This is an optimization exercise on Yosys and OpenROAD, whose aim is small area, a short achievable clock period and few clock cycles, not a production implementation.
Where RTL was checked, it was by simulation tests only, not by an equivalence proof against the original.
Function not checked in run 1: the RTL went through the layout flow alone.
No activity file was given, so power comes from the tool's default toggle rates.

==> config.mk <==
export PLATFORM = sky130hd
export DESIGN_NAME = pae_a_encoder
export DESIGN_NICKNAME = pae_a_encoder
export VERILOG_FILES = /design/flow/design.v
export SDC_FILE = /design/flow/constraint.sdc
export NUM_CORES = 4
export LEC_CHECK = 0
export CAP_MARGIN = 20
export CORE_MARGIN = 2
export CORE_UTILIZATION = 40
export PLACE_DENSITY = 0.6
export SETUP_SLACK_MARGIN = 3.0
export SLEW_MARGIN = 20
==> constraint.sdc <==
create_clock -name core_clock -period 7.0 [get_ports {clk}]
set_input_delay 1.4000 -clock core_clock [delete_from_list [all_inputs] [get_ports {clk}]]
set_output_delay 1.4000 -clock core_clock [all_outputs]
set_load 0.01 [all_outputs]
==> design.v <==
module pae_a_encoder (
    input  wire       clk,
    input  wire       rst,
    input  wire       start,
    input  wire [3:0] cfg_width,
    input  wire       cfg_swap,
    input  wire [1:0] cfg_mode,
    output wire       busy,
    output wire       done,
    input  wire       in_valid,
    input  wire [7:0] in_data,
    output wire       in_ready,
    output wire       out_valid,
    output wire [7:0] out_data,
    input  wire       out_ready
);
    reg        act;             
    reg        dn;              
    reg [3:0]  wm1;             
    reg [1:0]  md;
    reg        plane;
    reg        first;           
    reg        fin;             
    reg [2:0]  ca;              
    reg [3:0]  cb, cc;
    reg        last;            
    reg [7:0]  ib, ib2;
    reg        ibv, ib2v;
    reg        rle;             
    reg [12:0] m;               
    reg [1:0]  ph;              
    reg [7:0]  chk;
    reg [3:0]  cln;
    reg        cv;
    reg [14:0] acc;
    reg [3:0]  lvl;
    assign busy      = act;
    assign done      = dn;
    assign out_valid = lvl[3];
    assign out_data  = acc[14:7];
    assign in_ready  = act && !ib2v;
    wire [1:0] p0 = ib[7:6], p1 = ib[5:4], p2 = ib[3:2], p3 = ib[1:0];
    wire z0 = (p0 == 2'd0), z1 = (p1 == 2'd0), z2 = (p2 == 2'd0), z3 = (p3 == 2'd0);
    wire allz = z0 & z1 & z2 & z3;
    wire [2:0] lz = !z0 ? 3'd0 : !z1 ? 3'd1 : !z2 ? 3'd2 : !z3 ? 3'd3 : 3'd4;
    wire [10:0] mh = m[12:2];
    reg  [10:0] mhi;
    reg         all1;
    integer j;
    always @(*) begin
        all1 = 1'b1;
        for (j = 0; j < 11; j = j + 1) begin
            mhi[j] = mh[j] ^ all1;
            all1   = all1 & mh[j];
        end
    end
    wire        c  = lz[2] || (lz[1:0] == 2'd3 && m[1:0] != 2'd0) ||
                     (lz[1:0] == 2'd2 && m[1]) || (lz[1:0] == 2'd1 && m[1:0] == 2'd3);
    wire [1:0]  lo = m[1:0] + lz[1:0];
    wire [12:0] mp = {c ? mhi : mh, lo};
    wire        xo = c && ((mh[10:1] & ~mh[9:0]) == 10'd0);
    reg  [12:0] mt;             
    reg         above;
    always @(*) begin
        above = 1'b0;
        mt = 13'd0;
        for (j = 12; j >= 2; j = j - 1) begin
            mt[j] = m[j] && !above;
            above = above || m[j];
        end
        mt[1] = !above;
    end
    wire [12:0] kt  = xo ? {mt[11:0], 1'b0} : mt;
    wire        big = |kt[12:7];                              
    reg  [6:0]  qa;
    reg  [3:0]  ql;
    always @(*) begin
        qa = 7'd0; ql = 4'd0;
        for (j = 1; j <= 6; j = j + 1)
            if (kt[j]) begin
                qa = qa | (mp[6:0] << (7 - j));
                ql = ql | (j + 1);
            end
        for (j = 7; j <= 12; j = j + 1)
            if (kt[j]) begin
                qa = qa | (mp[12:6] << (13 - j));
                ql = ql | (j - 5);
            end
    end
    wire [7:0] rc  = xo ? {2'b10, qa[6:1]} : {1'b0, qa};
    wire [3:0] rcl = xo ? ql + 4'd1 : ql;
    reg [7:0] h0; reg [3:0] l0;
    reg [7:0] h1; reg [3:0] l1;
    reg [7:0] t1; reg [3:0] tl;
    always @(*) begin
        h0 = 8'd0; l0 = 4'd0;
        if (z0) begin
            if (!rle) l0 = 4'd2;
        end else begin
            h0 = {p0, 6'd0}; l0 = 4'd2;
        end
        if (z1) begin
            if (!z0) l0 = l0 + 4'd2;
        end else if (z0 && !rle) begin
            h0 = {4'b0000, p1, 2'b00}; l0 = 4'd6;              
        end else begin
            h0 = h0 | ({p1, 6'd0} >> l0); l0 = l0 + 4'd2;
        end
    end
    always @(*) begin
        h1 = 8'd0; l1 = 4'd0;
        if (z2) begin
            if (!z1) l1 = 4'd2;
        end else if (z1 && !(rle && z0)) begin
            h1 = {1'b0, z0, p2, 4'd0}; l1 = 4'd4;             
        end else begin
            h1 = {p2, 6'd0}; l1 = 4'd2;
        end
        if (z3) begin
            if (!z2) l1 = l1 + 4'd2;
        end else if (z2 && !(rle && z0 && z1)) begin
            if (z1 && z0) begin                                
                h1 = {4'b1000, p3, 2'b00}; l1 = 4'd6;          
            end else begin
                h1 = h1 | ({1'b0, z1, p3, 4'd0} >> l1); l1 = l1 + 4'd4;
            end
        end else begin
            h1 = h1 | ({p3, 6'd0} >> l1); l1 = l1 + 4'd2;
        end
        t1 = 8'd0; tl = 4'd0;
        if (z3 && !(rle && allz)) begin
            if (!z2) begin                                     
                if (last) tl = 4'd2;
            end else if (!z1) begin                            
                if (last) begin t1 = 8'b01_000000; tl = 4'd2; end
            end else if (!z0) begin                            
                if (last) begin t1 = 8'b1000_0000; tl = 4'd4; end
                else      begin t1 = 8'b1_0000000; tl = 4'd1; end
            end else begin                                     
                if (last) begin t1 = 8'b1001_0000; tl = 4'd4; end
                else      begin t1 = 8'b1_0000000; tl = 4'd1; end
            end
        end
        h1 = h1 | (t1 >> l1);
        l1 = l1 + tl;
    end
    wire [7:0] hb = h0 | (h1 >> l0);
    wire [3:0] lb = l0 + l1;
    reg lng;
    always @(*) begin
        case ({rle, last, z0, z1, z2, z3})
        6'b00_0010, 6'b00_0100, 6'b00_0101, 6'b00_1000, 6'b00_1001, 6'b00_1010,
        6'b01_0001, 6'b01_0010, 6'b01_0100, 6'b01_0101, 6'b01_1000, 6'b01_1001,
        6'b01_1010, 6'b01_1011, 6'b01_1101,
        6'b10_0010, 6'b10_0100, 6'b10_0101,
        6'b11_0001, 6'b11_0010, 6'b11_0100, 6'b11_0101:
            lng = 1'b1;
        default:
            lng = 1'b0;
        endcase
    end
    wire tail_st  = !first && ph == 2'd0 && rle && (!allz || last);
    wire zero_st  = !first && ph == 2'd0 && rle && allz && !last;
    wire short_st = !first && (ph[1] || (ph == 2'd0 && !rle));
    wire consume  = zero_st || (short_st && (ph == 2'd3 || !lng));
    reg  [7:0] ch;
    reg  [3:0] cl;
    always @(*) begin
        ch = 8'd0; cl = 4'd0;
        if (first) begin
            if (!plane)          begin ch = {!z0, 7'd0};              cl = 4'd1; end
            else if (md == 2'd0) begin ch = {1'b0, !z0, 6'd0};        cl = 4'd2; end
            else                 begin ch = {1'b1, md[1], !z0, 5'd0}; cl = 4'd3; end
        end else if (ph == 2'd1) begin
            ch = {m[5:0], 2'b00}; cl = 4'd6;
        end else if (tail_st) begin
            ch = rc; cl = rcl;
        end else if (zero_st) begin
            ch = {xo, 7'd0}; cl = {3'd0, xo};
        end else if (ph == 2'd3) begin
            ch = h1; cl = l1;
        end else if (lng) begin
            ch = h0; cl = l0;
        end else begin
            ch = hb; cl = lb;
        end
    end
    wire        pop   = lvl[3] && out_ready;
    wire        ins   = cv && (!lvl[3] || out_ready);
    wire [14:0] acc_s = pop ? {acc[6:0], 8'd0} : acc;
    wire [3:0]  lvl_s = pop ? {1'b0, lvl[2:0]} : lvl;
    wire [14:0] acc_n = ins ? (acc_s | ({chk, 7'd0} >> lvl[2:0])) : acc_s;
    wire [3:0]  lvl_a = ins ? (lvl_s + cln) : lvl_s;
    wire        fl    = fin && (!cv || ins);                  
    wire [3:0]  lvl_n = (fl && lvl_a != 4'd0 && !lvl_a[3]) ? 4'd8 : lvl_a;
    wire go   = act && !fin && ibv && (!cv || ins);
    wire take = go && consume;
    always @(posedge clk) begin
        if (rst) begin
            act  <= 1'b0;
            dn   <= 1'b0;
            lvl  <= 4'd0;
            ibv  <= 1'b0;
            ib2v <= 1'b0;
            cv   <= 1'b0;
        end else begin
            dn <= 1'b0;
            if (act) begin
                if (take) begin
                    if (ib2v) begin
                        ib   <= ib2;
                        ib2v <= 1'b0;
                    end else if (in_valid && in_ready) begin
                        ib   <= in_data;
                    end else begin
                        ibv  <= 1'b0;
                    end
                end else if (in_valid && in_ready) begin
                    if (ibv) begin
                        ib2  <= in_data;
                        ib2v <= 1'b1;
                    end else begin
                        ib   <= in_data;
                        ibv  <= 1'b1;
                    end
                end
                acc <= acc_n;
                lvl <= lvl_n;
                if (go) begin
                    chk <= ch;
                    cln <= cl;
                    cv  <= 1'b1;
                end else if (ins) begin
                    cv  <= 1'b0;
                end
                if (go) begin
                    if (first) begin
                        first <= 1'b0;
                        rle   <= z0;
                        m     <= 13'd1;
                    end else if (take) begin
                        ph <= 2'd0;
                        if (zero_st) begin
                            m <= mp;
                        end else begin
                            rle <= z3;
                            m   <= (!z3) ? 13'd1 : (!z2) ? 13'd2 : (!z1) ? 13'd3 :
                                   (!z0) ? 13'd4 : 13'd5;
                        end
                        ca <= ca - 3'd1;
                        last <= (ca == 3'd1) && (cb == 4'd0) && (cc == 4'd0);
                        if (ca == 3'd0) begin
                            cb <= cb - 4'd1;
                            if (cb == 4'd0) begin
                                cb <= wm1;
                                cc <= cc - 4'd1;
                                if (cc == 4'd0) cc <= wm1;
                            end
                        end
                        if (last) begin
                            if (!plane) begin
                                plane <= 1'b1;
                                first <= 1'b1;
                            end else begin
                                fin <= 1'b1;
                            end
                        end
                    end else if (tail_st) begin
                        m  <= mp;
                        ph <= big ? 2'd1 : 2'd2;
                    end else if (ph == 2'd1) begin
                        ph <= 2'd2;
                    end else begin
                        ph <= 2'd3;
                    end
                end
                if (fl && lvl_n == 4'd0) begin
                    act <= 1'b0;
                    dn  <= 1'b1;
                end
            end
            if (start && !act) begin
                act   <= 1'b1;
                wm1   <= cfg_width - 4'd1;
                md    <= cfg_mode;
                ca    <= 3'd7;
                cb    <= cfg_width - 4'd1;
                cc    <= cfg_width - 4'd1;
                last  <= 1'b0;
                plane <= 1'b0;
                first <= 1'b1;
                fin   <= 1'b0;
                ph    <= 2'd0;
                acc   <= {cfg_width, cfg_width, cfg_swap, 6'd0};
                lvl   <= 4'd9;
            end
        end
    end
endmodule
==> run.sh <==
#!/bin/bash
# synth_recipe.tcl (not shown) runs the flow's synth.tcl, then flattens the netlist and writes it again
# the make line also repeats each setting of config.mk as NAME=value (left out here)
make -C /OpenROAD-flow-scripts/flow DESIGN_CONFIG=/design/flow/config.mk WORK_HOME=/design/flow/orfs CLKGATE_MAP_FILE= SYNTH_SCRIPT=/design/flow/synth_recipe.tcl finish
==> results of run 1 <==
==> power breakdown <==
part | internal, mW | leakage (nW) | switching, mW
clock network | 0.251 | 0.143 | 0.234
logic | 0.0701 | 1.89 | 0.0888
registers | 0.603 | 0.810 | 0.0241
==> placed cells by master (no fill, tap or decap), types with 23 or more instances in the layout <==
cell type        netlist  final
a21oi_1               62     62
inv_1                 29     29
nor2_1                75     74
ha_1                  26     26
mux2i_1               29     29
nand3_1               24     23
o21ai_0               49     49
nor3_1                31     30
clkdlybuf4s50_1        0     31
edfxtp_1              80     80
nand2_1               87     87
buf_4                  8     24
==> registers in the layout, summed over array words and instances (netlist names), 2 cells and up <==
register	flops
acc	15
ca	3
cb	4
cc	4
chk	8
cln	4
ib	8
ib2	8
lvl	4
m	13
md	2
ph	2
wm1	4
==> cells by family after synthesis <==
logic type	Yosys count	share of synthesized area
adder cells (fa/ha/maj)	29	0.05338
flip-flops	89	0.3577
XOR/XNOR	12	0.01456
buffers and inverters	96	0.05858
AND/OR/NAND/NOR	309	0.2099
multiplexers	44	0.06412
AO/OA/AOI/OAI	256	0.2418
==> timing repair <==
action	in CTS	in global routing
gates resized for setup	4	11
pin swaps	1	4
gates cloned	0	1
setup endpoints to repair	7	57
setup buffers	6	13
==> worst register-to-register path, cell delays in order, from the launching register on <==
cell and delay, ns:
edfxtp_1 0.62, or2_4 0.36, a221oi_2 0.44, nand3_2 0.40, or4_1 0.59, a211oi_1 0.30, nand4_1 0.21, ha_1 0.33
a221oi_1 0.27, a22oi_1 0.10
==> per-stage QoR <==
stage                     cell area, um^2  power, mW  worst slack (ns)
after floorplan                      7219     0.7395             3.102
final                                8132      1.271             3.073
after global routing                 8132      1.321             2.968
after global placement               7584     0.7931             2.729
after CTS                            7966      1.276             2.990
after detailed placement             7584     0.7939             2.678
==> routing by layer <==
metal / track usage / vias up / part of all wire
li1: - / 3179 / -
met1: 0.2963 / 3127 / 0.45
met2: 0.3291 / 325 / 0.45
met3: 0.03325 / 57 / 0.070
met4: 0.07948 / 0 / 0.031
met5: 0 / - / 0
==> final timing paths <==
| path | startpoint | to | slack, ns | cells past startpoint |
|---|---|---|---|---|
| worst max register to register | m[7] | cln[1] | 3.07 | 9 |
| worst min-delay path | cv | cv | 0.55 | 2 |
| worst min register to register | cv | cv | 0.55 | 2 |
| worst max-delay path | m[7] | cln[1] | 3.07 | 9 |
==> final cells by class <==
cell class                      count  area [um^2]  area share
Timing Repair Buffer               59        553.0     0.06801
Clock inverter                      7        72.57    0.008924
Sequential cell                    89         2582      0.3176
Inverter                           31        116.4     0.01431
Clock buffer                        9        225.2     0.02770
Multi-Input combinational cell    651         4295      0.5282
Tap cell                          229        286.5     0.03524
==> flow_summary_export.csv, run 1 <==
group,metric,value,unit
status,outcome,"finished clean",
drt,drt-total-wl,20780,um
critical_path,crit_buf_inv,0,
synth,synth_cells,835,
global_route,grt-ovfl-total,0,
layout,synthToLayoutAreaGrowth,12.63,%
placed_design,dp_hpwl,14860,um
cts,numClockSinks,89,
sta,worst_pin_slew,0.8426,ns
critical_path,path_max_fanout,14,
global_route,grt_pass1_vias,6079,
synth,ys_seq_area_frac,0.3577,
synth,postSynth.asyncResetShare,0,
synth,synthTopCellsByCount,"nand2_1, edfxtp_1, nor2_1, a21oi_1, o21ai_0",
sta,finClkSkew,0.01070,ns
cts,ctsHoldBuffers,0,
global_route,grt_max_degree,29,
cts,clkLatencyLatePin,0.35,ns
cts,h-tree-depth,3,
layout,final_cells,1075,
drt,dr.pass1.iters,6,
critical_path,worstPathArrival,3.98,ns
synth,yosysUniqueCellTypes,81,
critical_path,end_kind,"flop",
placed_design,placedCellCount,1039,
pwr,power.density,156.3,mW/mm^2
floorplan,start_util,0.4047,
synth,synth_fp_nets,884,
sta,setup_tns,0,ns
drt,vias_per_cell,6.221,
pwr,leakage,2.841,nW
placed_design,place_congestion,0.9711,
sta,setup_viol,0,
sta,hold_viol_final,0,
placed_design,port_buffers,31,
critical_path,startpoint_type,"flop",
pwr,ir_worst_vdd,130.8,uV
sta,slew_headroom,0.4340,
cts,numCtsBuffers,9,
sta,fin_crit_sh,0.5610,
synth,synth_edf_count,80,
cts,root_buffer,"clkbuf_16",
sta,fin_crit,3.927,ns
critical_path,critPathTopFamily,"simple AND/OR/NAND/NOR gates",
floorplan,die-area,0.01914,mm^2
sta,hold-worst-slack,0.5514,ns
cts,clk_path_buf_depth,2,
synth,syn_area_per_cell,8.646,um^2
drt,vias,6688,
critical_path,slowest_stage,"edfxtp_1",
hold_path,hp-class,"reg2reg",
synth,synth_top_area_share,0.3328,
synth,ys_ff_latch,89,
floorplan,die_h,138.3,um
floorplan,fp.dieW,138.3,um
floorplan,row_count,49,
layout,final_util,0.4558,
drt,antenna_left,0,
global_route,antenna_found_initial,0,
cts,clk_pin_slew,0.07,ns
run,maxCapViolations,0,
critical_path,cp_slowest_stage_delay,0.62,ns
global_route,grt_use_total,0.2109,
synth,synth_warnings,1,
layout,layout.nets,890,
cts,cts_tree,"yes",
synth,synth_most_common_cell,"nand2_1",
critical_path,crit_path_cell_trace,"or2_4 -> a221oi_2 -> nand3_2 -> or4_1 -> a211oi_1 -> nand4_1 -> ha_1 -> a221oi_1 -> a22oi_1",
floorplan,io_pins,32,
floorplan,fp.coreArea,0.01784,mm^2
layout,insertedDiodeCount,0,
critical_path,crit_required,7.05,ns
drt,drt-initial-drc-count,749,
layout,drive_gt1_frac,0.1076,
synth,yosys-top-cells-area,"edfxtp_1, nand2_1, ha_1, a21oi_1, mux2i_1",
synth,synthesis.area,0.007219,mm^2
global_route,grt_pass1_wl,32660,um
sta,drv_slew,0,
layout,nFillCells,1734,
sta,clock.fmax,0.2546,GHz
synth,synth_ff_type,"edfxtp_1",
drt,wire_per_inst,19.33,um
drt,route.detailed.drc,0,
sta,rsz0062_at_grt,"false",
critical_path,path_class,"reg2reg",
synth,post-synth-top-area-cell,"edfxtp_1",
==> run 2, diff against run 1 <==
--- a/design.v
+++ b/design.v
@@ -28,10 +28,13 @@
     reg        ibv, ib2v;
     reg        rle;             
     reg [12:0] m;               
+    reg [3:0]  kt;              
     reg [1:0]  ph;              
     reg [7:0]  chk;
     reg [3:0]  cln;
     reg        cv;
+    reg        ctl;             
+    reg        xr;              
     reg [14:0] acc;
     reg [3:0]  lvl;
     assign busy      = act;
@@ -45,50 +48,25 @@
     wire [2:0] lz = !z0 ? 3'd0 : !z1 ? 3'd1 : !z2 ? 3'd2 : !z3 ? 3'd3 : 3'd4;
     wire [10:0] mh = m[12:2];
     reg  [10:0] mhi;
-    reg         all1;
     integer j;
     always @(*) begin
-        all1 = 1'b1;
-        for (j = 0; j < 11; j = j + 1) begin
-            mhi[j] = mh[j] ^ all1;
-            all1   = all1 & mh[j];
-        end
+        mhi[0] = !mh[0];
+        for (j = 1; j < 11; j = j + 1)
+            mhi[j] = mh[j] ^ (&(mh | ~((11'd1 << j) - 11'd1)));
     end
     wire        c  = lz[2] || (lz[1:0] == 2'd3 && m[1:0] != 2'd0) ||
                      (lz[1:0] == 2'd2 && m[1]) || (lz[1:0] == 2'd1 && m[1:0] == 2'd3);
     wire [1:0]  lo = m[1:0] + lz[1:0];
     wire [12:0] mp = {c ? mhi : mh, lo};
     wire        xo = c && ((mh[10:1] & ~mh[9:0]) == 10'd0);
-    reg  [12:0] mt;             
-    reg         above;
-    always @(*) begin
-        above = 1'b0;
-        mt = 13'd0;
-        for (j = 12; j >= 2; j = j - 1) begin
-            mt[j] = m[j] && !above;
-            above = above || m[j];
-        end
-        mt[1] = !above;
-    end
-    wire [12:0] kt  = xo ? {mt[11:0], 1'b0} : mt;
-    wire        big = |kt[12:7];                              
-    reg  [6:0]  qa;
-    reg  [3:0]  ql;
-    always @(*) begin
-        qa = 7'd0; ql = 4'd0;
-        for (j = 1; j <= 6; j = j + 1)
-            if (kt[j]) begin
-                qa = qa | (mp[6:0] << (7 - j));
-                ql = ql | (j + 1);
-            end
-        for (j = 7; j <= 12; j = j + 1)
-            if (kt[j]) begin
-                qa = qa | (mp[12:6] << (13 - j));
-                ql = ql | (j - 5);
-            end
-    end
-    wire [7:0] rc  = xo ? {2'b10, qa[6:1]} : {1'b0, qa};
-    wire [3:0] rcl = xo ? ql + 4'd1 : ql;
+    wire [3:0] ktn = kt + {3'd0, xo};
+    wire       big = (ktn > 4'd6);                            
+    wire       bg  = (kt > 4'd6);
+    wire [2:0] qs  = (bg ? 3'd5 : 3'd7) - kt[2:0];            
+    wire [6:0] qv  = bg ? m[12:6] : m[6:0];
+    wire [6:0] qa  = qv << qs;                                 
+    wire [7:0] rc  = xr ? {2'b10, qa[6:1]} : {1'b0, qa};
+    wire [3:0] rcl = 4'd8 - {1'b0, qs} + {3'd0, xr};
     reg [7:0] h0; reg [3:0] l0;
     reg [7:0] h1; reg [3:0] l1;
     reg [7:0] t1; reg [3:0] tl;
@@ -174,7 +152,7 @@
         end else if (ph == 2'd1) begin
             ch = {m[5:0], 2'b00}; cl = 4'd6;
         end else if (tail_st) begin
-            ch = rc; cl = rcl;
+            ch = 8'd0; cl = 4'd0;
         end else if (zero_st) begin
             ch = {xo, 7'd0}; cl = {3'd0, xo};
         end else if (ph == 2'd3) begin
@@ -189,8 +167,10 @@
     wire        ins   = cv && (!lvl[3] || out_ready);
     wire [14:0] acc_s = pop ? {acc[6:0], 8'd0} : acc;
     wire [3:0]  lvl_s = pop ? {1'b0, lvl[2:0]} : lvl;
-    wire [14:0] acc_n = ins ? (acc_s | ({chk, 7'd0} >> lvl[2:0])) : acc_s;
-    wire [3:0]  lvl_a = ins ? (lvl_s + cln) : lvl_s;
+    wire [7:0]  ech   = ctl ? rc : chk;
+    wire [3:0]  ecl   = ctl ? rcl : cln;
+    wire [14:0] acc_n = ins ? (acc_s | ({ech, 7'd0} >> lvl[2:0])) : acc_s;
+    wire [3:0]  lvl_a = ins ? (lvl_s + ecl) : lvl_s;
     wire        fl    = fin && (!cv || ins);                  
     wire [3:0]  lvl_n = (fl && lvl_a != 4'd0 && !lvl_a[3]) ? 4'd8 : lvl_a;
     wire go   = act && !fin && ibv && (!cv || ins);
@@ -229,6 +209,8 @@
                 if (go) begin
                     chk <= ch;
                     cln <= cl;
+                    ctl <= tail_st;
+                    xr  <= xo;
                     cv  <= 1'b1;
                 end else if (ins) begin
                     cv  <= 1'b0;
@@ -238,11 +220,14 @@
                         first <= 1'b0;
                         rle   <= z0;
                         m     <= 13'd1;
+                        kt    <= 4'd1;
                     end else if (take) begin
                         ph <= 2'd0;
                         if (zero_st) begin
-                            m <= mp;
+                            m  <= mp;
+                            kt <= ktn;
                         end else begin
+                            kt  <= (z3 && z2 && z1) ? 4'd2 : 4'd1;
                             rle <= z3;
                             m   <= (!z3) ? 13'd1 : (!z2) ? 13'd2 : (!z1) ? 13'd3 :
                                    (!z0) ? 13'd4 : 13'd5;
@@ -267,6 +252,7 @@
                         end
                     end else if (tail_st) begin
                         m  <= mp;
+                        kt <= ktn;
                         ph <= big ? 2'd1 : 2'd2;
                     end else if (ph == 2'd1) begin
                         ph <= 2'd2;
--- a/config.mk
+++ b/config.mk
@@ -9,5 +9,5 @@
 export CORE_MARGIN = 2
 export CORE_UTILIZATION = 40
 export PLACE_DENSITY = 0.6
-export SETUP_SLACK_MARGIN = 3.0
+export SETUP_SLACK_MARGIN = 3.5
 export SLEW_MARGIN = 20
==> run 2 against run 1 <==
Still clean. Area after synthesis down 4.5%. Synthesized cell count down 9.6%. Flip-flop and latch count up 6. Largest power group unchanged. Highest routed layer unchanged.
==> flow_summary_export.csv, run 2 <==
group,metric,value,unit
status,outcome,"finished clean",
drt,antenna_left,0,
layout,synthToLayoutAreaGrowth,14.34,%
sta,hold_viol_final,0,
synth,ys_ff_latch,95,
cts,clk_pin_slew,0.07,ns
synth,syn_area_per_cell,9.131,um^2
sta,clock.fmax,0.2958,GHz
floorplan,row_count,48,
layout,layout_commonest_cell,"edfxtp_1",
pwr,ir_worst_vdd,143.1,uV
layout,regMostFlops,"acc",
global_route,grt-ovfl-total,0,
synth,synth_most_common_cell,"nor2_1",
drt,drt-total-wl,18080,um
floorplan,fp.dieW,135.3,um
hold_path,min_to,"ib[0]",
global_route,antenna_found_initial,0,
sta,worst_pin_slew,0.8176,ns
placed_design,place_congestion,0.9109,
floorplan,fp.coreArea,0.01706,mm^2
layout,insertedDiodeCount,0,
layout,layout.nets,823,
synth,synth_cells,755,
sta,rsz0062_at_grt,"false",
pwr,power.density,164.0,mW/mm^2
layout,largestRegisters,"acc (15), m (13)",
sta,setup_viol,0,
hold_path,hold_start,"ib2[0]",
pwr,finalPower,1.292,mW
critical_path,end_kind,"flop",
synth,ys_seq_area_frac,0.4007,
placed_design,dp_hpwl,12860,um
drt,vias,5925,
drt,route.detailed.drc,0,
sta,slew_headroom,0.4542,
sta,drv_slew,0,
drt,dr.pass1.iters,5,
cts,clkLatencyLatePin,0.35,ns
global_route,grt_pass1_vias,5537,
critical_path,r2r_cells,9,
layout,nFillCells,1655,
synth,post-synth-top-area-cell,"edfxtp_1",
sta,fin_crit_sh,0.4830,
critical_path,critPathLaunch,"ib[5]",
cts,numClockSinks,95,
synth,yosys-top-cells-area,"edfxtp_1, nor2_1, ha_1, a21oi_1, nand2_1",
layout,mostFrequentLayoutCells,"edfxtp_1, nor2_1, nand2_1, a21oi_1, o21ai_0",
critical_path,path_max_fanout,8,
synth,synth_top_area_share,0.3746,
layout,drive_gt1_frac,0.1434,
global_route,grt_pass1_wl,28770,um
global_route,grt_use_total,0.1969,
synth,synth_warnings,1,
sta,finClkSkew,0.01103,ns
critical_path,r2r_end,"cln[2]",
hold_path,hp-class,"reg2reg",
layout,multi_input_area,0.003896,mm^2
critical_path,path_class,"reg2reg",
critical_path,startpoint_type,"flop",
cts,clk_path_buf_depth,2,
sta,fin_crit,3.381,ns
critical_path,worstReg2RegStart,"ib[5]",
drt,wire_per_inst,17.97,um
cts,root_buffer,"clkbuf_16",
synth,postSynth.asyncResetShare,0,
synth,synth_fp_nets,802,
global_route,grt_max_degree,28,
placed_design,port_buffers,31,
synth,yosysUniqueCellTypes,85,
cts,numCtsBuffers,9,
sta,setup_tns,0,ns
layout,largest_reg_flops,15,
synth,synthesis.area,0.006894,mm^2
placed_design,place_area,0.007251,mm^2
critical_path,worstPathArrival,3.44,ns
critical_path,reg2reg_slack,3.62,ns
drt,vias_per_cell,5.890,
hold_path,hold_path_depth,1,
pwr,leakage,2.785,nW
cts,h-tree-depth,3,
synth,synth_edf_count,86,
floorplan,start_util,0.4042,
synth,synthTopCellsByCount,"nor2_1, edfxtp_1, nand2_1, a21oi_1, o21ai_0",
layout,regArea,0.002763,mm^2
synth,synth_ff_type,"edfxtp_1",
floorplan,die-area,0.01830,mm^2
floorplan,die_h,135.3,um
run,maxCapViolations,0,
critical_path,crit_required,7.06,ns
drt,drt-initial-drc-count,454,
layout,fin_area,0.007883,mm^2
cts,cts_tree,"yes",
floorplan,io_pins,32,
-- run 2: changes by cell type after synthesis, moves of 7 or more --
cell,before,now
or3_1,11,3
a21o_1,9,2
a31oi_1,21,14
nor3_1,31,23
mux2_4,1,8
mux2i_1,29,11
o21ai_0,49,40
nor2_1,75,89
clkbuf_1,45,27
nand2_1,87,70
a21oi_1,62,55
-- run 2: worst max-delay path by stage --
stage	endpoint	slack (ns)	cells past startpoint
2_1_floorplan	ib2[0]	3.67	6
4_1_cts	m[3]	3.30	5
3_3_place_gp	m[9]	2.77	5
3_5_place_dp	m[9]	2.68	5
6_report	cln[2]	3.62	9
5_1_grt	lvl[1]	3.48	14
-- run 2: cells by family (layout without fill, tap and decap cells) --
logic type | count (synthesis) | count (layout) | synth area share
flip-flops | 95 | 95 | 0.4007
buffers and inverters | 80 | 105 | 0.05281
XOR/XNOR | 18 | 18 | 0.02559
AO/OA/AOI/OAI | 219 | 220 | 0.2192
multiplexers | 30 | 30 | 0.05136
adder cells (fa/ha/maj) | 27 | 27 | 0.05227
AND/OR/NAND/NOR | 286 | 286 | 0.1980
-- run 2: routing by layer --
layer  track usage  wire length [um]
met2        0.3190              8461
met4       0.05382               384
met5             0                 0
met3       0.03068               850
met1        0.2752              8384
-- run 2: repair_timing --
action                                  4_1_cts  5_1_grt
pin swaps                                     0        3
cloned                                        0        2
setup buffers                                 6       21
endpoints found under the setup margin       66       88
hold buffers                                  0        0
endpoints found under the hold margin         0        0
gates resized for setup                       9       19
-- run 2: area by class of cell --
type                       count  area share
clock inverter                 6    0.006349
timing repair buffer          61     0.06794
tap                          225     0.03571
clock buffer                  10     0.03032
sequential                    95      0.3505
inverter                      27     0.01429
multi-input combinational    581      0.4943
timing repair inverter         1   0.0006349
-- run 2: report_power, final --
group	switching, mW	leakage (nW)	internal, mW
sequential	0.0213	0.865	0.640
combinational	0.0832	1.78	0.0670
clock	0.224	0.142	0.256
total	0.329	2.78	0.964
-- run 2: metrics by stage --
| stage | setup WS, ns | instances | hold WS (ns) | utilization |
|---|---|---|---|---|
| 2_1_floorplan | 3.669 | 755 | 0.5031 | - |
| 3_3_place_gp | 2.770 | 961 | 0.5344 | 0.4251 |
| 3_5_place_dp | 2.680 | 961 | 0.5455 | 0.4251 |
| 4_1_cts | 3.300 | 983 | 0.5620 | 0.4471 |
| 5_1_grt | 3.481 | 1006 | 0.5718 | 0.4621 |
| 6_report | 3.619 | 1006 | 0.5582 | 0.4621 |
-- run 2: critical path, cell delays in order, from the launching register on --
cell and delay (ns):
edfxtp_1 0.55, or4_4 0.60, a21oi_1 0.17, a21oi_1 0.08, ha_1 0.22, fa_1 0.55, fa_1 0.42, mux2_2 0.28
a21oi_1 0.14, nor3_1 0.08
Testbench counts of run 2, summed over its fixed seeds: cycles 57,578.
==> run 3, diff against run 2 <==
--- a/config.mk
+++ b/config.mk
@@ -5,6 +5,7 @@
 export SDC_FILE = /design/flow/constraint.sdc
 export NUM_CORES = 4
 export LEC_CHECK = 0
+export ABC_AREA = 1
 export CAP_MARGIN = 20
 export CORE_MARGIN = 2
 export CORE_UTILIZATION = 40
==> run 3 against run 2 <==
Routed wire length decreased by 13%. Clock-buffer cell count increased by 2. Synthesized cell count increased by 11%. Final area decreased by 5.0%. Clock power decreased by 5.4%. Maximum frequency increased by 2.2%. Die area decreased by 2.8%.
==> flow_summary_export.csv, run 3 <==
group,metric,value,unit
status,outcome,"finished clean",
synth,ys_seq_area_frac,0.4128,
placed_design,dp_hpwl,12130,um
cts,h-tree-depth,3,
critical_path,worstReg2RegStart,"ib[5]",
global_route,grt_pass1_vias,5305,
pwr,leakage,3.178,nW
placed_design,dp_slack,3.159,ns
sta,rsz0062_at_grt,"false",
sta,fin_crit_sh,0.4724,
critical_path,reg2reg_slack,3.78,ns
drt,vias_per_cell,5.306,
synth,synth_top_area_share,0.3859,
floorplan,fp.coreArea,0.01647,mm^2
sta,hold_viol_final,0,
global_route,grt_use_total,0.1819,
synth,synth_most_common_cell,"nand2_1",
global_route,antenna_found_initial,0,
sta,setup_tns,0,ns
floorplan,io_pins,32,
layout,regMostFlops,"acc",
synth,synth_ff_type,"edfxtp_1",
critical_path,end_kind,"flop",
floorplan,fp.dieW,133.4,um
cts,clk_pin_slew,0.07,ns
drt,drt-initial-drc-count,575,
layout,insertedDiodeCount,0,
sta,clock.fmax,0.3024,GHz
critical_path,cp_slowest_stage_delay,0.63,ns
synth,yosysUniqueCellTypes,58,
placed_design,port_buffers,31,
synth,postSynth.asyncResetShare,0,
sta,setup_slack,3.693,ns
synth,synth_fp_nets,882,
layout,layout_commonest_cell,"nand2_1",
critical_path,worstPathArrival,3.49,ns
sta,finClkSkew,0.008336,ns
layout,layout.nets,901,
synth,post-synth-top-area-cell,"edfxtp_1",
layout,mostFrequentLayoutCells,"nand2_1, inv_1, nand3_1, edfxtp_1, nor2_1",
synth,synth_warnings,1,
cts,root_buffer,"clkbuf_16",
global_route,grt_pass1_wl,26020,um
critical_path,crit_path_cell_trace,"clkdlybuf4s50_1 -> inv_1 -> nor2_1 -> clkinv_1 -> nor2_1 -> inv_1 -> o21ai_0",
synth,synth_cells,835,
layout,synthToLayoutAreaGrowth,11.85,%
critical_path,crit_required,7.18,ns
floorplan,start_util,0.4065,
drt,met2_length,7105,um
layout,largestRegisters,"acc (15), m (13)",
critical_path,startpoint_type,"input port",
critical_path,path_class,"in2reg",
critical_path,critPathLaunch,"start",
drt,route.detailed.drc,0,
drt,highest_layer,"met4",
sta,hold-worst-slack,0.5213,ns
drt,dr_wl_met3,662,um
sta,fin_crit,3.307,ns
floorplan,die-area,0.01778,mm^2
layout,largest_reg_flops,15,
cts,clkLatencyLatePin,0.35,ns
floorplan,die_h,133.4,um
drt,vias,5725,
pwr,power.density,166.5,mW/mm^2
sta,drv_slew,0,
sta,worst_pin_slew,0.7846,ns
layout,nFillCells,1674,
synth,yosys-top-cells-area,"edfxtp_1, nand2_1, nand3_1, inv_1, ha_1",
run,maxCapViolations,0,
hold_path,hold_start,"lvl[2]",
global_route,grt_max_degree,28,
drt,wl_met1,7668,um
sta,slew_headroom,0.4750,
synth,syn_area_per_cell,8.015,um^2
placed_design,place_congestion,0.9329,
critical_path,path_max_fanout,27,
drt,dr.pass1.iters,5,
layout,drive_gt1_frac,0.09430,
critical_path,slowest_stage,"clkinv_1",
cts,cts_tree,"yes",
cts,numClockSinks,95,
drt,wire_per_inst,14.56,um
hold_path,hp-class,"reg2reg",
cts,numCtsBuffers,9,
pwr,ir_worst_vdd,117.1,uV
drt,drt-total-wl,15710,um
synth,ys_ff_latch,95,
floorplan,row_count,47,
drt,antenna_left,0,
global_route,grt-ovfl-total,0,
sta,setup_viol,0,
synth,synthTopCellsByCount,"nand2_1, inv_1, nand3_1, edfxtp_1, nor2_1",
cts,clk_path_buf_depth,2,
synth,synth_edf_count,86,
synth,synthesis.area,0.006693,mm^2
run 3: kinds of logic (layout without fill, tap and decap cells):
family	after synthesis	count (layout)	share of synthesized area
simple gates	395	395	0.2733
flops	95	95	0.4128
mux	12	12	0.02393
buf+inv	144	168	0.08730
fa+ha+maj	27	27	0.05384
xor+xnor	12	12	0.01570
compound gates	150	150	0.1331
run 3: final timing paths:
kind | endpoint | cells past startpoint
worst min register to register | lvl[2] | 2
worst max-delay path | cb[0] | 7
worst max register to register | cln[3] | 12
worst min-delay path | lvl[2] | 2
run 3: metrics by stage:
step	instance area, um^2	util	std cells	total power, mW
5_1_grt	7486	0.4546	1079	1.297
4_1_cts	7431	0.4513	1077	1.257
2_1_floorplan	6699	-	835	0.7565
3_3_place_gp	7161	0.4349	1061	0.8033
6_report	7486	0.4546	1079	1.246
3_5_place_dp	7161	0.4349	1061	0.8034
run 3: repair_timing:
item                                    4_1_cts  5_1_grt
hold endpoints to repair                      0        0
endpoints found under the setup margin        8       23
pin swaps                                     0        1
gates cloned                                  0        0
buffers inserted                              0        2
gates resized for setup                       1       10
hold buffers                                  0        0
run 3: power breakdown:
| part | internal, mW | leakage, nW | switching [mW] |
|---|---|---|---|
| registers | 0.639 | 0.867 | 0.0140 |
| logic | 0.0560 | 2.18 | 0.0826 |
| clock network | 0.243 | 0.128 | 0.212 |
run 3: layout make-up:
type | count | area [um^2] | share of cell area
multi-input combinational | 596 | 3397 | 0.4538
sequential | 95 | 2763 | 0.3690
inverter | 116 | 437.9 | 0.05850
timing repair buffer | 36 | 347.8 | 0.04647
tap | 220 | 275.3 | 0.03677
clock buffer | 12 | 236.5 | 0.03159
clock inverter | 4 | 28.78 | 0.003844
run 3: layer usage:
metal / GRT usage / up-vias
met5: 0 / -
met1: 0.2532 / 2676
met2: 0.2918 / 140
li1: - / 2884
met4: 0.05378 / 0
met3: 0.03120 / 25
run 3: critical path: cells and delay by family:
kind                   cells  cell delay (ns)
AOI/OAI and AO/OA          1             0.11
buffers and inverters      4             1.26
and+or+nand+nor            2             0.72
==> run 4, diff against run 3 <==
--- a/config.mk
+++ b/config.mk
@@ -5,10 +5,9 @@
 export SDC_FILE = /design/flow/constraint.sdc
 export NUM_CORES = 4
 export LEC_CHECK = 0
-export ABC_AREA = 1
 export CAP_MARGIN = 20
 export CORE_MARGIN = 2
 export CORE_UTILIZATION = 40
 export PLACE_DENSITY = 0.6
-export SETUP_SLACK_MARGIN = 3.5
+export SETUP_SLACK_MARGIN = 3.75
 export SLEW_MARGIN = 20
==> run 4 against run 3 <==
Total power grew 11%. Synthesized cell count shrank 9.6%. Utilization grew 3.0 points. Still clean. First-iteration DRC count down 0.52%. Area after synthesis up 3.0%.
==> flow_summary_export.csv, run 4 <==
group,metric,value,unit
drt,route.detailed.drc,0,
cts,root_buffer,"clkbuf_16",
layout,synthToLayoutAreaGrowth,19.91,%
critical_path,worstPathArrival,3.29,ns
synth,synth_edf_count,86,
floorplan,row_count,48,
drt,wire_per_inst,18.39,um
critical_path,r2r_cells,8,
global_route,grt-busiest-layer,"met2",
synth,syn_area_per_cell,9.131,um^2
critical_path,startpoint_type,"flop",
synth,synth_top_area_share,0.3746,
synth,synthesis.area,0.006894,mm^2
run,maxCapViolations,0,
pwr,leakage,2.994,nW
layout,drive_gt1_frac,0.1943,
synth,synth_warnings,1,
global_route,grt_max_degree,29,
sta,drv_slew,0,
synth,synth_fp_nets,802,
synth,synth_cells,755,
hold_path,hold_path_depth,1,
layout,layout_commonest_cell,"edfxtp_1",
sta,rsz0062_at_grt,"true",
synth,yosysUniqueCellTypes,85,
layout,largest_reg_flops,15,
drt,drt-total-wl,19000,um
cts,numCtsBuffers,9,
placed_design,port_buffers,31,
cts,clk_path_buf_depth,2,
sta,finClkSkew,0.01164,ns
global_route,use_met2,0.3362,
cts,clkLatencyLatePin,0.35,ns
critical_path,crit_required,7.06,ns
global_route,antenna_found_initial,0,
drt,vias_per_cell,5.870,
pwr,ir_worst_vdd,120.2,uV
sta,hold_viol_final,0,
layout,layout.nets,850,
sta,setup_viol,0,
drt,dr.pass1.iters,5,
synth,synth_most_common_cell,"nor2_1",
sta,fin_crit,3.229,ns
floorplan,fp.coreArea,0.01706,mm^2
critical_path,path_max_fanout,5,
layout,largestRegisters,"acc (15), m (13)",
layout,final_util,0.4847,
cts,numClockSinks,95,
layout,regMostFlops,"acc",
hold_path,min_to,"ib[2]",
cts,h-tree-depth,3,
drt,vias,6064,
global_route,met1_usage,0.2867,
drt,drt-initial-drc-count,572,
sta,slew_headroom,0.4467,
global_route,grt_pass1_wl,30020,um
critical_path,worstReg2RegStart,"ib[5]",
global_route,grtUsageMet3,0.03068,
global_route,grt_use_total,0.2071,
hold_path,hold_start,"ib2[2]",
critical_path,path_class,"reg2reg",
floorplan,fp.dieW,135.3,um
synth,synth_ff_type,"edfxtp_1",
pwr,power.density,167.1,mW/mm^2
placed_design,dp_slack,2.940,ns
layout,mostFrequentLayoutCells,"edfxtp_1, nor2_1, nand2_1, buf_4, a21oi_1",
hold_path,hp-class,"reg2reg",
critical_path,end_kind,"flop",
global_route,grt_pass1_vias,5741,
synth,postSynth.asyncResetShare,0,
sta,setup_slack,3.771,ns
floorplan,io_pins,32,
floorplan,die_h,135.3,um
synth,post-synth-top-area-cell,"edfxtp_1",
placed_design,dp_hpwl,12970,um
placed_design,place_congestion,0.9673,
critical_path,reg2reg_slack,3.77,ns
drt,antenna_left,0,
synth,synthTopCellsByCount,"nor2_1, edfxtp_1, nand2_1, a21oi_1, o21ai_0",
floorplan,start_util,0.4042,
cts,clk_pin_slew,0.07,ns
sta,fin_crit_sh,0.4612,
synth,ys_seq_area_frac,0.4007,
synth,yosys-top-cells-area,"edfxtp_1, nor2_1, ha_1, a21oi_1, nand2_1",
cts,ctsHoldBuffers,0,
sta,clock.fmax,0.3097,GHz
sta,setup_tns,0,ns
cts,cts_tree,"yes",
floorplan,die-area,0.01830,mm^2
layout,nFillCells,1602,
sta,worst_pin_slew,0.8289,ns
global_route,grt-ovfl-total,0,
synth,ys_ff_latch,95,
layout,insertedDiodeCount,0,
critical_path,r2r_end,"cln[2]",
status,outcome,"finished clean",
## run 4: cell count changes in the layout (fill, tap and decap cells not counted), moves of 14 or more
cell | previous run | this run
nand2_1 | 161 | 70
inv_1 | 102 | 21
nand3_1 | 102 | 29
buf_4 | 5 | 56
nor2b_1 | 0 | 18
nor2_1 | 69 | 83
o21ai_0 | 54 | 40
## run 4: worst max path at each step
stage                     startpoint  endpoint  slack, ns  cells after the start
after floorplan                kt[0]    lvl[1]       3.77                     15
after global placement     out_ready      m[7]       3.00                      5
after detailed placement   out_ready      m[9]       2.94                      5
after CTS                      kt[1]    lvl[1]       3.67                     14
after global routing           kt[1]    lvl[1]       3.71                     14
final                          ib[5]    cln[2]       3.77                      8
## run 4: critical path, cell delays in order, from the launching register on
cell and delay, ns:
edfxtp_1 0.47, or4_4 0.61, and3_4 0.20, ha_2 0.18
fa_1 0.56, fa_1 0.42, mux2_4 0.28, a21oi_2 0.13
nor3_1 0.07
## run 4: timing repair
item                                    in CTS  in global routing
endpoints found under the setup margin     102                 81
gates cloned                                 2                  0
buffers inserted                            23                 31
resized for setup                           23                 33
pin swaps                                    1                 17
## run 4: cell families (layout without fill, tap and decap cells)
logic type / count (synthesis) / count (layout) / synth area share
AOI/OAI and AO/OA: 219 / 220 / 0.2192
muxes: 30 / 30 / 0.05136
xor gates and xnor gates: 18 / 18 / 0.02559
buffers and inverters: 80 / 132 / 0.05281
and+or+nand+nor: 286 / 286 / 0.1980
DFF: 95 / 95 / 0.4007
adders and majority gates: 27 / 27 / 0.05227
## run 4: layout make-up
class | instances | area (um^2) | share of cell area
Clock inverter | 6 | 96.34 | 0.01165
Tap cell | 225 | 281.5 | 0.03405
Clock buffer | 10 | 239.0 | 0.02891
Sequential cell | 95 | 2764 | 0.3343
Multi-Input combinational cell | 581 | 4028 | 0.4872
Timing Repair inverter | 1 | 5.005 | 0.0006054
Timing Repair Buffer | 88 | 742.0 | 0.08975
Inverter | 27 | 111.4 | 0.01347
## run 4: power breakdown
| part | internal (mW) | total, mW | switching (mW) | leakage (nW) |
|---|---|---|---|---|
| combinational | 0.0734 | 0.161 | 0.0877 | 1.97 |
| clock | 0.328 | 0.559 | 0.231 | 0.162 |
| sequential | 0.640 | 0.661 | 0.0210 | 0.865 |
## run 4: routing by layer
layer | up-vias | share of wire
met5 | - | 0
li1 | 2913 | -
met1 | 2922 | 0.46
met4 | 0 | 0.023
met3 | 37 | 0.041
met2 | 192 | 0.48
## run 4: through the flow
stage                     hold slack [ns]  cells  area, um^2  total power [mW]
after floorplan                    0.5031    755        6903            0.7663
after CTS                          0.5651   1002        7885             1.381
final                              0.5609   1033        8267             1.382
after global placement             0.5343    961        7257            0.8119
after detailed placement           0.5489    961        7257            0.8165
after global routing               0.5775   1033        8267             1.430
==> run 5, diff against run 4 <==
--- a/config.mk
+++ b/config.mk
@@ -5,9 +5,10 @@
 export SDC_FILE = /design/flow/constraint.sdc
 export NUM_CORES = 4
 export LEC_CHECK = 0
+export ABC_AREA = 1
 export CAP_MARGIN = 20
 export CORE_MARGIN = 2
 export CORE_UTILIZATION = 40
 export PLACE_DENSITY = 0.6
-export SETUP_SLACK_MARGIN = 3.75
+export SETUP_SLACK_MARGIN = 3.9
 export SLEW_MARGIN = 20
==> run 5 against run 4 <==
Critical endpoint is now in_ready. Final area down 4.4%. Clock-buffer cell count up 1. Still clean. Global-route usage fell by 1.6 points. Utilization fell by 0.47 points. Sequential power is 1% lower. Maximum frequency grew 7.1%. Flip-flop and latch count unchanged. Clock power shrank 11%. Clock skew is 0.0046 ns lower. Critical path depth down 5.
==> flow_summary_export.csv, run 5 <==
group,metric,value,unit
layout,fin_area,0.007903,mm^2
synth,postSynth.asyncResetShare,0,
synth,ys_ff_latch,95,
run,maxCapViolations,0,
critical_path,cp-endpoint,"in_ready",
synth,synth_edf_count,86,
synth,synth_cells,835,
pwr,swShare,0.2538,
floorplan,row_count,47,
critical_path,worstReg2RegStart,"ib[5]",
layout,layout.nets,932,
cts,ctsHoldBuffers,0,
hold_path,hp-class,"reg2reg",
sta,hold_viol_final,0,
sta,rsz0062_at_grt,"false",
pwr,netSwitchingPower,0.3287,mW
sta,drv_slew,0,
cts,h-tree-depth,3,
sta,fin_crit_sh,0.4305,
synth,synth_fp_nets,882,
critical_path,critPathTopFamily,"buffers and inverters",
drt,vias,5780,
placed_design,place_area,0.007161,mm^2
sta,clock.fmax,0.3318,GHz
layout,regMostFlops,"acc",
hold_path,hold_path_depth,2,
floorplan,die-area,0.01778,mm^2
cts,numCtsBuffers,9,
layout,largestRegisters,"acc (15), m (13)",
floorplan,die_h,133.4,um
synth,synthesis.area,0.006693,mm^2
synth,post-synth-top-area-cell,"edfxtp_1",
global_route,grt_pass1_vias,5463,
drt,drt-total-wl,16420,um
synth,synth_ff_type,"edfxtp_1",
synth,synth_top_area_share,0.3859,
global_route,grt_use_total,0.1906,
synth,yosysUniqueCellTypes,58,
cts,root_buffer,"clkbuf_16",
critical_path,crit_buf_inv,2,
critical_path,worstPathArrival,1.61,ns
placed_design,dp_hpwl,12210,um
pwr,ir_worst_vdd,120.3,uV
drt,wire_per_inst,14.79,um
critical_path,reg2reg_slack,4.06,ns
layout,nFillCells,1653,
global_route,grt_pass1_wl,27150,um
sta,setup_viol,0,
pwr,leakage,3.360,nW
critical_path,crit_required,5.60,ns
global_route,grt-ovfl-total,0,
critical_path,end_kind,"primary output",
critical_path,critPathLaunch,"act",
synth,syn_area_per_cell,8.015,um^2
synth,synth_warnings,1,
sta,fin_crit,3.014,ns
pwr,pwr-share-comb,0.112,
critical_path,crit_path_cell_trace,"inv_2 -> nor2_1 -> clkdlybuf4s50_1",
cts,cts_tree,"yes",
floorplan,fp.dieW,133.4,um
sta,slew_headroom,0.4764,
sta,worst_pin_slew,0.7825,ns
cts,clk_path_buf_depth,2,
drt,antenna_left,0,
floorplan,fp.coreArea,0.01647,mm^2
pwr,p_int,0.9664,mW
critical_path,path_class,"reg2out",
pwr,finalPower,1.295,mW
global_route,antenna_found_initial,0,
placed_design,place_congestion,0.9086,
layout,layout_commonest_cell,"nand2_1",
critical_path,slowest_stage,"clkdlybuf4s50_1",
floorplan,start_util,0.4065,
critical_path,startpoint_type,"flop",
layout,drive_gt1_frac,0.1573,
synth,synth_most_common_cell,"nand2_1",
placed_design,placedCellCount,1060,
critical_path,cp_slowest_stage_delay,0.55,ns
critical_path,path_max_fanout,8,
cts,clk_pin_slew,0.07,ns
critical_path,r2r_cells,11,
synth,synthTopCellsByCount,"nand2_1, inv_1, nand3_1, edfxtp_1, nor2_1",
critical_path,path_depth,3,
synth,ys_seq_area_frac,0.4128,
drt,route.detailed.drc,0,
placed_design,port_buffers,31,
layout,final_cells,1110,
layout,synthToLayoutAreaGrowth,18.08,%
pwr,seq_power_share,0.504,
floorplan,io_pins,32,
global_route,grt_max_degree,28,
pwr,power.density,163.9,mW/mm^2
cts,clkLatencyLatePin,0.35,ns
drt,vias_per_cell,5.207,
sta,setup_tns,0,ns
layout,insertedDiodeCount,0,
layout,mostFrequentLayoutCells,"nand2_1, nand3_1, inv_1, edfxtp_1, nor2_1",
status,outcome,"finished clean",
drt,dr.pass1.iters,5,
critical_path,r2r_end,"cln[2]",
synth,yosys-top-cells-area,"edfxtp_1, nand2_1, nand3_1, inv_1, ha_1",
sta,finClkSkew,0.007031,ns
layout,largest_reg_flops,15,
cts,numClockSinks,95,
drt,drt-initial-drc-count,530,
pwr,power_frac_clock,0.383,
[run 5: cell count changes after synthesis, moves of 9 or more]
cell	change
nand2_1	+92
inv_1	+78
nand3_1	+72
nor2b_1	-19
nor2_1	-16
o21ai_0	+15
clkbuf_1	-12
mux2_2	-11
nand2b_1	-10
nor3_1	-10
a31oi_1	-9
[run 5: tightest hold or removal path: cells and delay by family (launching register included)]
kind,cells,cell delay (ns)
flip-flops,1,0.36
AND/OR/NAND/NOR,1,0.08
AO/OA/AOI/OAI,1,0.06
[run 5: timing repair]
action                                  CTS  global route
pin swaps                                 4            12
buffers inserted                         11            23
endpoints found under the setup margin   81            66
resized for setup                        27            24
[run 5: how the worst min path moves through the flow]
stage                  end    from
floorplan           lvl[2]  lvl[2]
global placement    lvl[2]  lvl[2]
detailed placement  lvl[2]  lvl[2]
CTS                 lvl[3]  lvl[3]
global route        lvl[2]  lvl[2]
finish              lvl[2]  lvl[2]
[run 5: power groups by stage]
stage / combinational (mW) / clock, mW / sequential (mW)
3_5_place_dp: 0.138 / 0 / 0.666
4_1_cts: 0.142 / 0.511 / 0.653
5_1_grt: 0.164 / 0.529 / 0.655
2_1_floorplan: 0.0980 / 0 / 0.659
6_report: 0.145 / 0.497 / 0.653
3_3_place_gp: 0.138 / 0 / 0.665
[run 5: kinds of logic after synthesis]
logic type	count (synthesis)	share of synthesized area
compound gates	150	0.1331
simple gates	395	0.2733
fa+ha+maj	27	0.05384
xor+xnor	12	0.01570
flops	95	0.4128
mux	12	0.02393
buf+inv	144	0.08730
[run 5: metal layers]
layer	routed length (um)	GRT usage	vias to the layer above
li1	-	-	2951
met1	7811	0.2628	2653
met2	7407	0.2955	147
met3	813	0.03805	29
met4	385	0.07506	0
met5	0	0	-
[run 5: final cells by class]
type	count	area [um^2]	area share
clock inverter	5	42.54	0.005383
tap	220	275.3	0.03483
sequential	95	2764	0.3497
multi-input combinational	596	3517	0.4451
inverter	116	450.4	0.05700
timing repair buffer	67	599.3	0.07584
clock buffer	11	254.0	0.03214
[run 5: through the flow]
| stage | utilization | setup WS (ns) | hold WS, ns |
|---|---|---|---|
| global route | 0.4799 | 3.889 | 0.5470 |
| finish | 0.4799 | 3.986 | 0.5294 |
| CTS | 0.4636 | 3.877 | 0.5192 |
| detailed placement | 0.4349 | 3.041 | 0.4989 |
| global placement | 0.4349 | 3.160 | 0.5062 |
| floorplan | - | 3.920 | 0.4724 |
==> run 6, diff against run 5 <==
--- a/config.mk
+++ b/config.mk
@@ -10,5 +10,5 @@
 export CORE_MARGIN = 2
 export CORE_UTILIZATION = 40
 export PLACE_DENSITY = 0.6
-export SETUP_SLACK_MARGIN = 3.9
+export SETUP_SLACK_MARGIN = 4.3
 export SLEW_MARGIN = 20
==> run 6 against run 5 <==
Global-route usage is 1.7 points higher. Hold slack hardly changed. Setup slack better by 0.18 ns. Area after synthesis stayed put. Clock power is 4% lower. Register-to-register slack better by 0.10 ns. Total power is 0.89% higher. Critical path type is now reg2reg. Critical endpoint is now cln[3]. Largest power group unchanged.
==> flow_summary_export.csv, run 6 <==
group,metric,value,unit
pwr,pwr-share-comb,0.135,
synth,synth_cells,835,
run,maxCapViolations,0,
sta,rsz0062_at_grt,"true",
critical_path,r2r_cells,12,
pwr,power.density,147.9,mW/mm^2
pwr,netSwitchingPower,0.3479,mW
synth,yosys-top-cells-area,"edfxtp_1, nand2_1, nand3_1, inv_1, ha_1",
pwr,leakage,3.796,nW
sta,finClkSkew,0.01580,ns
layout,largestRegisters,"acc (15), m (13)",
synth,syn_area_per_cell,8.015,um^2
sta,slew_headroom,0.4181,
global_route,grt_pass1_wl,29440,um
critical_path,startpoint_type,"flop",
synth,synth_warnings,1,
global_route,grt_pass1_vias,5974,
hold_path,min_to,"lvl[2]",
layout,final_cells,1168,
hold_path,hp-class,"reg2reg",
cts,numCtsBuffers,9,
cts,ctsHoldBuffers,0,
sta,worst_pin_slew,0.8696,ns
sta,fin_crit,2.836,ns
hold_path,hold_start,"act",
layout,largest_reg_flops,15,
drt,wire_per_inst,16.02,um
floorplan,start_util,0.4065,
sta,setup_slack,4.164,ns
cts,clk_pin_slew,0.07,ns
pwr,swShare,0.2663,
layout,regMostFlops,"acc",
layout,final_util,0.5365,
sta,setup_tns,0,ns
critical_path,end_kind,"flop",
cts,clkLatencyLatePin,0.36,ns
floorplan,fp.coreArea,0.01647,mm^2
drt,vias,6256,
synth,yosysUniqueCellTypes,58,
floorplan,io_pins,32,
critical_path,path_max_fanout,5,
floorplan,die_h,133.4,um
synth,post-synth-top-area-cell,"edfxtp_1",
placed_design,place_congestion,0.9157,
critical_path,path_class,"reg2reg",
drt,dr.pass1.iters,5,
critical_path,reg2reg_slack,4.16,ns
sta,clock.fmax,0.3526,GHz
synth,synth_edf_count,86,
sta,drv_slew,0,
layout,insertedDiodeCount,0,
placed_design,placedCellCount,1059,
synth,synth_most_common_cell,"nand2_1",
placed_design,dp_slack,3.220,ns
synth,synth_ff_type,"edfxtp_1",
synth,synth_fp_nets,882,
synth,ys_seq_area_frac,0.4128,
layout,mostFrequentLayoutCells,"nand2_1, nand3_1, inv_1, edfxtp_1, buf_4",
layout,layout_commonest_cell,"nand2_1",
sta,hold_viol_final,0,
drt,route.detailed.drc,0,
floorplan,row_count,47,
global_route,grt_use_total,0.2076,
synth,postSynth.asyncResetShare,0,
synth,ys_ff_latch,95,
cts,root_buffer,"clkbuf_16",
cts,h-tree-depth,3,
critical_path,r2r_end,"cln[3]",
global_route,grt-ovfl-total,0,
global_route,grt_max_degree,22,
critical_path,crit_required,7.23,ns
layout,synthToLayoutAreaGrowth,31.99,%
synth,synth_top_area_share,0.3859,
drt,drt-initial-drc-count,530,
status,outcome,"finished clean",
placed_design,port_buffers,31,
critical_path,worstPathArrival,3.07,ns
floorplan,die-area,0.01778,mm^2
pwr,power_frac_clock,0.366,
drt,antenna_left,0,
floorplan,fp.dieW,133.4,um
drt,vias_per_cell,5.356,
critical_path,worstReg2RegStart,"ib[2]",
pwr,p_int,0.9586,mW
cts,clk_path_buf_depth,2,
pwr,seq_power_share,0.499,
cts,numClockSinks,95,
cts,cts_tree,"yes",
global_route,antenna_found_initial,0,
layout,drive_gt1_frac,0.2658,
layout,layout.nets,990,
pwr,ir_worst_vdd,102.8,uV
sta,setup_viol,0,
drt,drt-total-wl,18720,um
synth,synthTopCellsByCount,"nand2_1, inv_1, nand3_1, edfxtp_1, nor2_1",
synth,synthesis.area,0.006693,mm^2
hold_path,hold_path_depth,2,
sta,fin_crit_sh,0.4051,
placed_design,dp_hpwl,12370,um
## run 6: cell counts after synthesis
Identical to the previous run, type by type.
## run 6: final cells by class
type / count / area, um^2
clock buffer: 10 / 229.0
clock inverter: 6 / 50.05
fill: 1533 / 7632
inverter: 116 / 474.2
multi-input combinational: 596 / 3850
sequential: 95 / 2766
tap: 220 / 275.3
timing repair buffer: 124 / 1184
timing repair inverter: 1 / 5.005
## run 6: cell families (layout without fill, tap and decap cells)
group                    Yosys count  after routing  share of synthesized area
AND/OR/NAND/NOR                  395            395                     0.2733
AO/OA/AOI/OAI                    150            150                     0.1331
buffers and inverters            144            257                    0.08730
flip-flops                        95             95                     0.4128
adder cells (fa/ha/maj)           27             27                    0.05384
XOR/XNOR                          12             12                    0.01570
multiplexers                      12             12                    0.02393
## run 6: stage by stage
step | total power, mW | instance area, um^2 | hold slack, ns
after floorplan | 0.7612 | 6842 | 0.4724
after global placement | 0.8067 | 7261 | 0.5041
after detailed placement | 0.8077 | 7261 | 0.5048
after CTS | 1.303 | 8277 | 0.5217
after global routing | 1.353 | 8833 | 0.5547
final | 1.307 | 8833 | 0.5292
## run 6: power groups by stage
stage / Clock [mW] / Sequential (mW) / Combinational [mW]
after floorplan: 0 / 0.659 / 0.102
after detailed placement: 0 / 0.666 / 0.142
final: 0.478 / 0.652 / 0.176
after global routing: 0.505 / 0.654 / 0.194
after global placement: 0 / 0.666 / 0.141
after CTS: 0.491 / 0.653 / 0.159
## run 6: routing by layer
| layer | track usage | part of all wire | vias to the layer above |
|---|---|---|---|
| met5 | 0 | 0 | - |
| met4 | 0.09870 | 0.030 | 0 |
| met3 | 0.02892 | 0.049 | 42 |
| met2 | 0.3391 | 0.48 | 215 |
| met1 | 0.2728 | 0.44 | 2927 |
| li1 | - | - | 3072 |
## run 6: worst max-delay path, stage by stage, from the launching register on
cell	delay, ns
edfxtp_1	0.43
nor2_4	0.21
nand2_2	0.13
inv_4	0.10
nor2_1	0.07
o21ai_1	0.07
nand2_1	0.09
ha_2	0.20
fa_1	0.52
fa_2	0.36
nand3_1	0.08
or3b_4	0.39
inv_2	0.07
## run 6: what timing repair did
action | 4_1_cts | 5_1_grt
setup buffers | 58 | 31
pin swaps | 39 | 26
setup endpoints to repair | 151 | 90
gates cloned | 1 | 3
resized for setup | 77 | 61
## run 6: worst max path at each step
stage / startpoint / endpoint
2_1_floorplan: ib[6] / cln[3]
3_3_place_gp: rst / m[7]
3_5_place_dp: rst / cc[2]
4_1_cts: ib[7] / cln[2]
5_1_grt: ib[2] / cln[3]
6_report: ib[2] / cln[3]
==> run 7, diff against run 6 <==
--- a/config.mk
+++ b/config.mk
@@ -5,10 +5,9 @@
 export SDC_FILE = /design/flow/constraint.sdc
 export NUM_CORES = 4
 export LEC_CHECK = 0
-export ABC_AREA = 1
 export CAP_MARGIN = 20
 export CORE_MARGIN = 2
 export CORE_UTILIZATION = 40
 export PLACE_DENSITY = 0.6
-export SETUP_SLACK_MARGIN = 4.3
+export SETUP_SLACK_MARGIN = 4.0
 export SLEW_MARGIN = 20
==> run 7 against run 6 <==
Final cell count down 9.7%. Still clean on timing, DRC and antenna. Final area rose by 0.27%. Flip-flop and latch count unchanged. First-iteration DRC count up 31%. Maximum frequency is 9.2% lower. Clock skew down 0.0057 ns. Critical path type unchanged.
==> flow_summary_export.csv, run 7 <==
group,metric,value,unit
status,outcome,"finished clean",
drt,wire_per_inst,18.89,um
synth,synth_warnings,1,
sta,setup_tns,0,ns
pwr,finalPower,1.322,mW
synth,synth_fp_nets,802,
synth,ys_ff_latch,95,
sta,fin_crit,3.122,ns
cts,cts_tree,"yes",
drt,drt-initial-drc-count,696,
synth,synth_top_area_share,0.3746,
pwr,ir_worst_vdd,139.5,uV
sta,setup_slack,3.878,ns
global_route,grt_pass1_vias,5986,
sta,rsz0062_at_grt,"true",
synth,postSynth.asyncResetShare,0,
drt,dr.pass1.iters,6,
synth,synth_cells,755,
drt,drt-total-wl,19930,um
critical_path,path_max_fanout,4,
synth,synthesis.area,0.006894,mm^2
drt,route.detailed.drc,0,
global_route,grt_use_total,0.2137,
placed_design,port_buffers,31,
floorplan,row_count,48,
sta,hold_viol_final,0,
floorplan,fp.coreArea,0.01706,mm^2
sta,setup_viol,0,
cts,numClockSinks,95,
global_route,antenna_found_initial,0,
floorplan,die_h,135.3,um
pwr,power.density,149.3,mW/mm^2
floorplan,fp.dieW,135.3,um
drt,vias_per_cell,5.996,
cts,ctsHoldBuffers,0,
global_route,grt_pass1_wl,31300,um
layout,regMostFlops,"acc",
synth,yosysUniqueCellTypes,85,
sta,fin_crit_sh,0.4460,
placed_design,place_area,0.007298,mm^2
synth,post-synth-top-area-cell,"edfxtp_1",
sta,finClkSkew,0.01011,ns
placed_design,dp_slack,2.943,ns
hold_path,hp-class,"reg2reg",
layout,fin_area,0.008857,mm^2
layout,largest_reg_flops,15,
cts,numCtsBuffers,9,
floorplan,start_util,0.4042,
sta,clock.fmax,0.3203,GHz
global_route,grt-ovfl-total,0,
critical_path,worstPathArrival,3.20,ns
floorplan,die-area,0.01830,mm^2
layout,layout_commonest_cell,"edfxtp_1",
layout,drive_gt1_frac,0.2675,
run,maxCapViolations,0,
sta,slew_headroom,0.3606,
pwr,leakage,3.173,nW
layout,layout.nets,872,
sta,worst_pin_slew,0.9577,ns
placed_design,place_congestion,0.9202,
synth,yosys-top-cells-area,"edfxtp_1, nor2_1, ha_1, a21oi_1, nand2_1",
sta,drv_slew,0,
synth,synthTopCellsByCount,"nor2_1, edfxtp_1, nand2_1, a21oi_1, o21ai_0",
layout,synthToLayoutAreaGrowth,28.48,%
drt,antenna_left,0,
critical_path,startpoint_type,"flop",
synth,synth_ff_type,"edfxtp_1",
drt,vias,6326,
placed_design,dp_hpwl,12800,um
layout,mostFrequentLayoutCells,"edfxtp_1, nor2_1, buf_4, nand2_1, a21oi_1",
cts,clkLatencyLatePin,0.35,ns
layout,largestRegisters,"acc (15), m (13)",
floorplan,io_pins,32,
critical_path,path_class,"reg2reg",
cts,clk_pin_slew,0.07,ns
global_route,grt_max_degree,29,
synth,synth_most_common_cell,"nor2_1",
layout,insertedDiodeCount,0,
cts,h-tree-depth,3,
synth,syn_area_per_cell,9.131,um^2
synth,synth_edf_count,86,
synth,ys_seq_area_frac,0.4007,
critical_path,end_kind,"flop",
cts,clk_path_buf_depth,2,
critical_path,crit_required,7.08,ns
cts,root_buffer,"clkbuf_16",
layout,final_util,0.5193,
==> run 7: cell count changes after synthesis, moves of 8 or more <==
cell	delta
inv_2	-8
nand2_1	-92
nor2_1	+16
nand4_1	-8
clkbuf_1	+12
nor3_1	+10
mux2_2	+11
nand2b_1	+10
nor2b_1	+19
a221oi_1	+8
o21ai_0	-15
a31oi_1	+9
inv_1	-78
nand3_1	-72
==> run 7: timing repair <==
action / in CTS / in global routing
setup buffers: 53 / 23
endpoints found under the setup margin: 125 / 54
resized for setup: 62 / 75
gates cloned: 1 / 2
pin swaps: 20 / 34
==> run 7: final timing paths <==
kind	endpoint	cells after the start	from	slack [ns]
worst min register to register	dn	2	act	0.54
worst max register to register	cln[2]	9	ib[2]	3.88
worst min-delay path	dn	2	act	0.54
worst max-delay path	cln[2]	9	ib[2]	3.88
==> run 7: critical path, cell delays in order, from the launching register on <==
cell      delay [ns]
edfxtp_1        0.43
or4_4           0.60
a21oi_2         0.15
a21oi_2         0.06
ha_4            0.16
fa_1            0.57
fa_1            0.43
mux2_4          0.28
a21oi_2         0.13
nor3_2          0.05
==> run 7: logic make-up after synthesis <==
group | after synthesis | share of synthesized area
buffers and inverters | 80 | 0.05281
muxes | 30 | 0.05136
xor gates and xnor gates | 18 | 0.02559
and+or+nand+nor | 286 | 0.1980
AOI/OAI and AO/OA | 219 | 0.2192
adders and majority gates | 27 | 0.05227
DFF | 95 | 0.4007
==> run 7: final cells by class <==
cell class	instances	area (um^2)
clock inverters	5	40.04
flip-flops and latches	95	2766
repair buffers	111	1010
multi-input cells	580	4392
inverters	27	120.1
repair inverters	1	5.005
well taps	225	281.5
clock buffers	11	242.7
fillers	1526	8199
==> run 7: where the power goes <==
group | leakage [nW] | total, mW | switching, mW | internal, mW
Sequential | 0.865 | 0.661 | 0.0207 | 0.640
Combinational | 2.17 | 0.180 | 0.0958 | 0.0844
Clock | 0.136 | 0.481 | 0.226 | 0.255
Total | 3.17 | 1.32 | 0.343 | 0.980
==> run 7: metal layers <==
layer	global-route usage	routed length, um	vias up
met2	0.3418	9499	252
met5	0	0	-
met4	0.09259	673	0
met1	0.2889	8833	3066
met3	0.03217	925	58
li1	-	-	2950
==> run 7: per-stage QoR <==
stage               hold slack [ns]  std cells
floorplan                    0.5030        755
global placement             0.5311        960
detailed placement           0.5425        960
CTS                          0.5584       1030
global route                 0.5647       1055
finish                       0.5431       1055

==> static timing again, ports no longer ideal <==
The results above use ideal ports. As a check the final layouts listed here were re-extracted and re-timed, cells and wires unchanged. Step 1 (the two cells are an assumption about what drives the block):
set clk [get_ports {clk}]
set_driving_cell -lib_cell sky130_fd_sc_hd__clkbuf_16 $clk
set_driving_cell -lib_cell sky130_fd_sc_hd__buf_2 [delete_from_list [all_inputs] $clk]
Step 2, shift: input delay + t, output delay - t, t = (earliest + latest rising clock arrival at the registers) / 2. This alone moves slack from input paths to output paths. Three values: no drivers, after step 1, after step 2; two values: the first two.
| run | t, ns | setup slack, ns | latest minus earliest clock arrival (ns) | cell pins on the clock port's net |
|---|---|---|---|---|
| run 1 | 0.391 | 3.073 / 3.073 / 2.925 | 0.011 / 0.011 | 1 |
| run 2 | 0.392 | 3.619 / 3.619 / 3.275 | 0.011 / 0.011 | 1 |
| run 3 | 0.386 | 3.693 / 3.708 / 3.322 | 0.009 / 0.009 | 1 |
| run 4 | 0.391 | 3.771 / 3.771 / 3.430 | 0.012 / 0.012 | 1 |
| run 5 | 0.392 | 3.986 / 3.942 / 3.634 | 0.007 / 0.008 | 1 |
| run 6 | 0.403 | 4.164 / 4.164 / 3.925 | 0.016 / 0.016 | 1 |
| run 7 | 0.393 | 3.878 / 3.878 / 3.762 | 0.014 / 0.014 | 1 |
After both steps every run listed still meets setup and hold. The setup slack of run 3, which loses most, moves by +0.015 ns with the drivers and by -0.371 ns with both steps.
